From an optimization exercise on the open Yosys and OpenROAD flow, aimed at small area, a short achievable clock period and few clock cycles; shortcuts taken in it are not production practice.
At most, simulation tests tie the RTL to the original design; equivalence was not proved.
Power is estimated from default activity; no workload was simulated.

==> flow/design.v <==
module s88_scanner (
    input  wire        clk,
    input  wire        rst,           
    input  wire        cmd_valid,
    input  wire        cmd_enable,
    input  wire [7:0]  cmd_mc,
    output wire        cmd_ready,
    output reg         req_valid,
    output reg         req_start,
    output reg  [5:0]  req_want,
    input  wire        bat_valid,
    input  wire [31:0] bat_value,
    input  wire [5:0]  bat_n,
    output reg         ev_valid,
    output reg  [7:0]  ev_addr,
    output wire [1:0]  ev_state,
    input  wire        ev_ready
);
    reg [31:0] w0, w1, w2, w3;
    reg [1:0]  ph;
    reg [2:0]  hw_w;                
    reg [4:0]  hw_b;
    reg        enabled;
    reg [3:0]  mcm;                 
    reg [1:0]  pq;                  
    reg        vld;                 
    reg        fast;
    reg        f1;                  
    reg [31:0] v;
    reg [5:0]  take;                
    reg [4:0]  sh;                  
    reg [4:0]  k;                   
    reg        kfin;                
    reg        ev_st;               
    reg        e1_v;                
    reg [7:0]  e1_addr;
    reg        e1_st;
    integer j;
    assign ev_state  = {ev_st, ~ev_st};
    assign cmd_ready = !vld;
    wire [1:0] lastw = mcm[3:2];
    wire       want_full = (pq != lastw) || (mcm[1:0] == 2'd3);
    wire [5:0] want = req_want;
    wire can = !e1_v;               
    wire [31:0] m = v ^ w0;
    reg  [31:0] pre;                
    always @* begin
        pre[0] = 1'b0;
        for (j = 1; j < 32; j = j + 1)
            pre[j] = pre[j-1] | m[j-1];
    end
    wire [31:0] lo    = m & ~pre;
    wire        any   = |m;
    wire        multi = |(m & pre);
    reg  [5:0]  idx1;               
    always @* begin
        idx1 = 6'd0;
        for (j = 0; j < 32; j = j + 1)
            if (lo[j]) idx1 = idx1 | (j + 1);
    end
    wire        f_act  = vld && fast;
    wire        f_emit = f_act && any && can;
    wire        f_done = f_act && f1 && can;
    wire        s_act  = vld && !fast && (sh == 5'd0) && !kfin;
    wire        s_in   = ({1'b0, k} < take);
    wire        s_unk  = (hw_w == {1'b0, ph}) && (k >= hw_b);
    wire        s_chg  = s_in && (s_unk || (v[0] ^ w0[0]));
    wire        s_step = s_act && (!s_chg || can);
    wire        s_emit = s_act && s_chg && can;
    wire        s_nb   = s_in ? v[0] : w0[0];
    wire        s_done = vld && !fast && kfin;
    wire done = f_done || s_done;
    wire emit = f_emit || s_emit;
    wire [5:0] eoff  = fast ? idx1 : ({1'b0, k} + 6'd1);
    wire [7:0] eaddr = {{1'b0, ph} + {2'b00, eoff[5]}, eoff[4:0]};
    wire       est   = fast ? |(lo & v) : v[0];
    wire acc = req_valid && bat_valid;
    wire rot = done || (!vld && (ph != pq));
    wire [5:0] take_w = (bat_n >= want) ? want : bat_n;
    wire       part_w = !bat_n[5];                  
    wire       ce_w   = part_w || (pq == lastw);
    wire       fast_w = !part_w && want_full && (hw_w > {1'b0, pq});
    wire [31:0] dn = bat_value ^ w1;
    reg  [31:0] t_any [0:5];
    reg  [31:0] t_mul [0:5];
    integer l;
    always @* begin
        for (j = 0; j < 32; j = j + 1) begin
            t_any[0][j] = dn[j];
            t_mul[0][j] = 1'b0;
        end
        for (l = 1; l < 6; l = l + 1)
            for (j = 0; j < 32; j = j + 1)
                if (j < (32 >> l)) begin
                    t_any[l][j] = t_any[l-1][2*j] | t_any[l-1][2*j+1];
                    t_mul[l][j] = t_mul[l-1][2*j] | t_mul[l-1][2*j+1]
                                | (t_any[l-1][2*j] & t_any[l-1][2*j+1]);
                end else begin
                    t_any[l][j] = 1'b0;
                    t_mul[l][j] = 1'b0;
                end
    end
    wire dn_le1 = !t_mul[5][0];
    wire       vld_n  = acc || (vld && !done);
    wire       fast_n = acc ? fast_w : fast;
    wire       f1_n   = acc ? (vld && fast_w && dn_le1) : (f1 || (f_act && !multi));
    wire       slot0  = !ev_valid || ev_ready;
    wire       evv_n  = slot0 ? (e1_v || emit) : 1'b1;
    wire       e1v_n  = slot0 ? 1'b0 : (e1_v || emit);
    wire       cmd_t  = cmd_valid && !vld;
    wire       en_cmd = cmd_t && cmd_enable && !enabled && cmd_mc >= 8'd1 && cmd_mc <= 8'd16;
    wire       en_n   = en_cmd || (enabled && !(cmd_t && !cmd_enable));
    wire [1:0] ph_n   = en_cmd ? 2'd0 : (rot ? ph + 2'd1 : ph);
    wire [1:0] pq_n   = en_cmd ? 2'd0 : (acc ? (ce_w ? 2'd0 : pq + 2'd1) : pq);
    wire [3:0] mcm_n  = en_cmd ? cmd_mc[3:0] - 4'd1 : mcm;
    wire       rv_n   = en_n && (vld_n ? (fast_n && f1_n && !e1v_n && (ph_n + 2'd1 == pq_n))
                                       : (ph_n == pq_n));
    wire [31:0] hn = w0 ^ (lo & {32{f_emit}});
    always @(posedge clk) begin
        if (rot) begin
            w0 <= w1; w1 <= w2; w2 <= w3; w3 <= hn;
        end else if (s_step) begin
            w0 <= {s_nb, w0[31:1]};
        end else begin
            w0 <= hn;
        end
    end
    always @(posedge clk) begin
        fast <= fast_n;
        f1   <= f1_n;
        ph   <= ph_n;
        pq   <= pq_n;
        if (acc) begin
            v    <= bat_value;
            take <= take_w;
            sh   <= (part_w && bat_n[4:0] != 5'd0) ? (5'd0 - bat_n[4:0]) : 5'd0;
            k    <= 5'd0;
            kfin <= 1'b0;
        end else if (vld && !fast && sh != 5'd0) begin
            v  <= {v[0], v[31:1]};
            sh <= sh - 5'd1;
        end else if (s_step) begin
            v  <= {v[0], v[31:1]};
            k  <= k + 5'd1;
            if (k == 5'd31)
                kfin <= 1'b1;
        end
        if (slot0) begin
            if (e1_v) begin
                ev_addr <= e1_addr;
                ev_st   <= e1_st;
            end else if (emit) begin
                ev_addr <= eaddr;
                ev_st   <= est;
            end
        end
        if (emit && !slot0) begin
            e1_addr <= eaddr;
            e1_st   <= est;
        end
        if (s_done && hw_w == {1'b0, ph} && take > {1'b0, hw_b}) begin
            if (take[5]) begin
                hw_w <= hw_w + 3'd1;
                hw_b <= 5'd0;
            end else begin
                hw_b <= take[4:0];
            end
        end
        mcm       <= mcm_n;
        req_start <= (pq_n == 2'd0);
        req_want  <= (pq_n != mcm_n[3:2]) ? 6'd32 : {3'd1 + {1'b0, mcm_n[1:0]}, 3'b000};
        if (en_cmd) begin
            hw_w <= 3'd0;
            hw_b <= 5'd0;
        end
    end
    always @(posedge clk) begin
        if (rst) begin
            enabled   <= 1'b0;
            vld       <= 1'b0;
            ev_valid  <= 1'b0;
            e1_v      <= 1'b0;
            req_valid <= 1'b0;
        end else begin
            enabled   <= en_n;
            vld       <= vld_n;
            ev_valid  <= evv_n;
            e1_v      <= e1v_n;
            req_valid <= rv_n;
        end
    end
endmodule
clock: 10.0 ns
lec_check: 0
cap_margin: 20
core_margin: 2
core_utilization: 40
slew_margin: 20
standard.sh (not shown) runs the stock make flow with config.mk's settings and CLKGATE_MAP_FILE= SYNTH_SCRIPT=/design/flow/synth_recipe.tcl, a recipe that flattens the netlist after the stock synthesis.
==> flow/flow/run.sh <==
#!/bin/bash
bash standard.sh SETUP_SLACK_MARGIN=6.5 "BUFFER_PORTS_ARGS=-buffer_cell sky130_fd_sc_hd__buf_2"  finish > standard.log 2>&1
Then changed:
--- a/flow/design.v
+++ b/flow/design.v
@@ -25,11 +25,11 @@
     reg [1:0]  pq;                  
     reg        vld;                 
     reg        fast;
     reg        f1;                  
     reg [31:0] v;
-    reg [5:0]  take;                
+    reg [5:0]  nv;                  
     reg [4:0]  sh;                  
     reg [4:0]  k;                   
     reg        kfin;                
     reg        ev_st;               
     reg        e1_v;                
@@ -60,12 +60,12 @@
     end
     wire        f_act  = vld && fast;
     wire        f_emit = f_act && any && can;
     wire        f_done = f_act && f1 && can;
     wire        s_act  = vld && !fast && (sh == 5'd0) && !kfin;
-    wire        s_in   = ({1'b0, k} < take);
-    wire        s_unk  = (hw_w == {1'b0, ph}) && (k >= hw_b);
+    wire        s_in   = ({1'b0, k} < nv) && ((ph != lastw) || (k[4:3] <= mcm[1:0]));
+    wire        s_unk  = (hw_w == {1'b0, ph}) && (k == hw_b);
     wire        s_chg  = s_in && (s_unk || (v[0] ^ w0[0]));
     wire        s_step = s_act && (!s_chg || can);
     wire        s_emit = s_act && s_chg && can;
     wire        s_nb   = s_in ? v[0] : w0[0];
     wire        s_done = vld && !fast && kfin;
@@ -74,11 +74,10 @@
     wire [5:0] eoff  = fast ? idx1 : ({1'b0, k} + 6'd1);
     wire [7:0] eaddr = {{1'b0, ph} + {2'b00, eoff[5]}, eoff[4:0]};
     wire       est   = fast ? |(lo & v) : v[0];
     wire acc = req_valid && bat_valid;
     wire rot = done || (!vld && (ph != pq));
-    wire [5:0] take_w = (bat_n >= want) ? want : bat_n;
     wire       part_w = !bat_n[5];                  
     wire       ce_w   = part_w || (pq == lastw);
     wire       fast_w = !part_w && want_full && (hw_w > {1'b0, pq});
     wire [31:0] dn = bat_value ^ w1;
     reg  [31:0] t_any [0:5];
@@ -130,11 +129,11 @@
         f1   <= f1_n;
         ph   <= ph_n;
         pq   <= pq_n;
         if (acc) begin
             v    <= bat_value;
-            take <= take_w;
+            nv   <= bat_n[5] ? 6'd32 : bat_n;
             sh   <= (part_w && bat_n[4:0] != 5'd0) ? (5'd0 - bat_n[4:0]) : 5'd0;
             k    <= 5'd0;
             kfin <= 1'b0;
         end else if (vld && !fast && sh != 5'd0) begin
             v  <= {v[0], v[31:1]};
@@ -156,18 +155,12 @@
         end
         if (emit && !slot0) begin
             e1_addr <= eaddr;
             e1_st   <= est;
         end
-        if (s_done && hw_w == {1'b0, ph} && take > {1'b0, hw_b}) begin
-            if (take[5]) begin
-                hw_w <= hw_w + 3'd1;
-                hw_b <= 5'd0;
-            end else begin
-                hw_b <= take[4:0];
-            end
-        end
+        if (s_step && s_in && s_unk)
+            {hw_w, hw_b} <= {hw_w, hw_b} + 8'd1;
         mcm       <= mcm_n;
         req_start <= (pq_n == 2'd0);
         req_want  <= (pq_n != mcm_n[3:2]) ? 6'd32 : {3'd1 + {1'b0, mcm_n[1:0]}, 3'b000};
         if (en_cmd) begin
             hw_w <= 3'd0;
Hold slack stays flat. Setup slack gains 180 ps. Power falls by 0.92%. Die area is lower by 2.7%. Wire length came out lower by 8.4%. Clock power increases by 5.9%. Synthesized cell count goes down by 4.1%. Register-to-register slack loses 60 ps.
Testbench counts after the change, summed over its fixed seeds: cycles 11,461.
The RTL of the first run of this note was laid out without a check of its function.

what the ideal ports hide:
Ports are ideal in the flow. The routed layouts listed here were re-timed in OpenROAD. Step 1: set_driving_cell puts a clkbuf_16 on clk and a buf_2 on each other input, an assumption about the parent block. Step 2 also shifts input and output timing later by t, the mid clock arrival at the registers, as if the neighbouring blocks saw the same clock. Slacks: no drivers / after step 1 / after step 2; pairs: no drivers / after step 1.
run | t (ns) | setup slack, ns | hold slack, ns | worst setup path after step 2
the first run | 0.569 | 6.407 / 6.428 / 5.859 | 0.418 / 0.418 / 0.418 | input to register
the second run | 0.575 | 6.590 / 6.616 / 6.040 | 0.416 / 0.416 / 0.416 | input to register
After both steps every run listed still meets setup and hold. For the second run, which loses most, drivers alone change the setup slack by +0.026 ns; drivers and shift together by -0.550 ns.
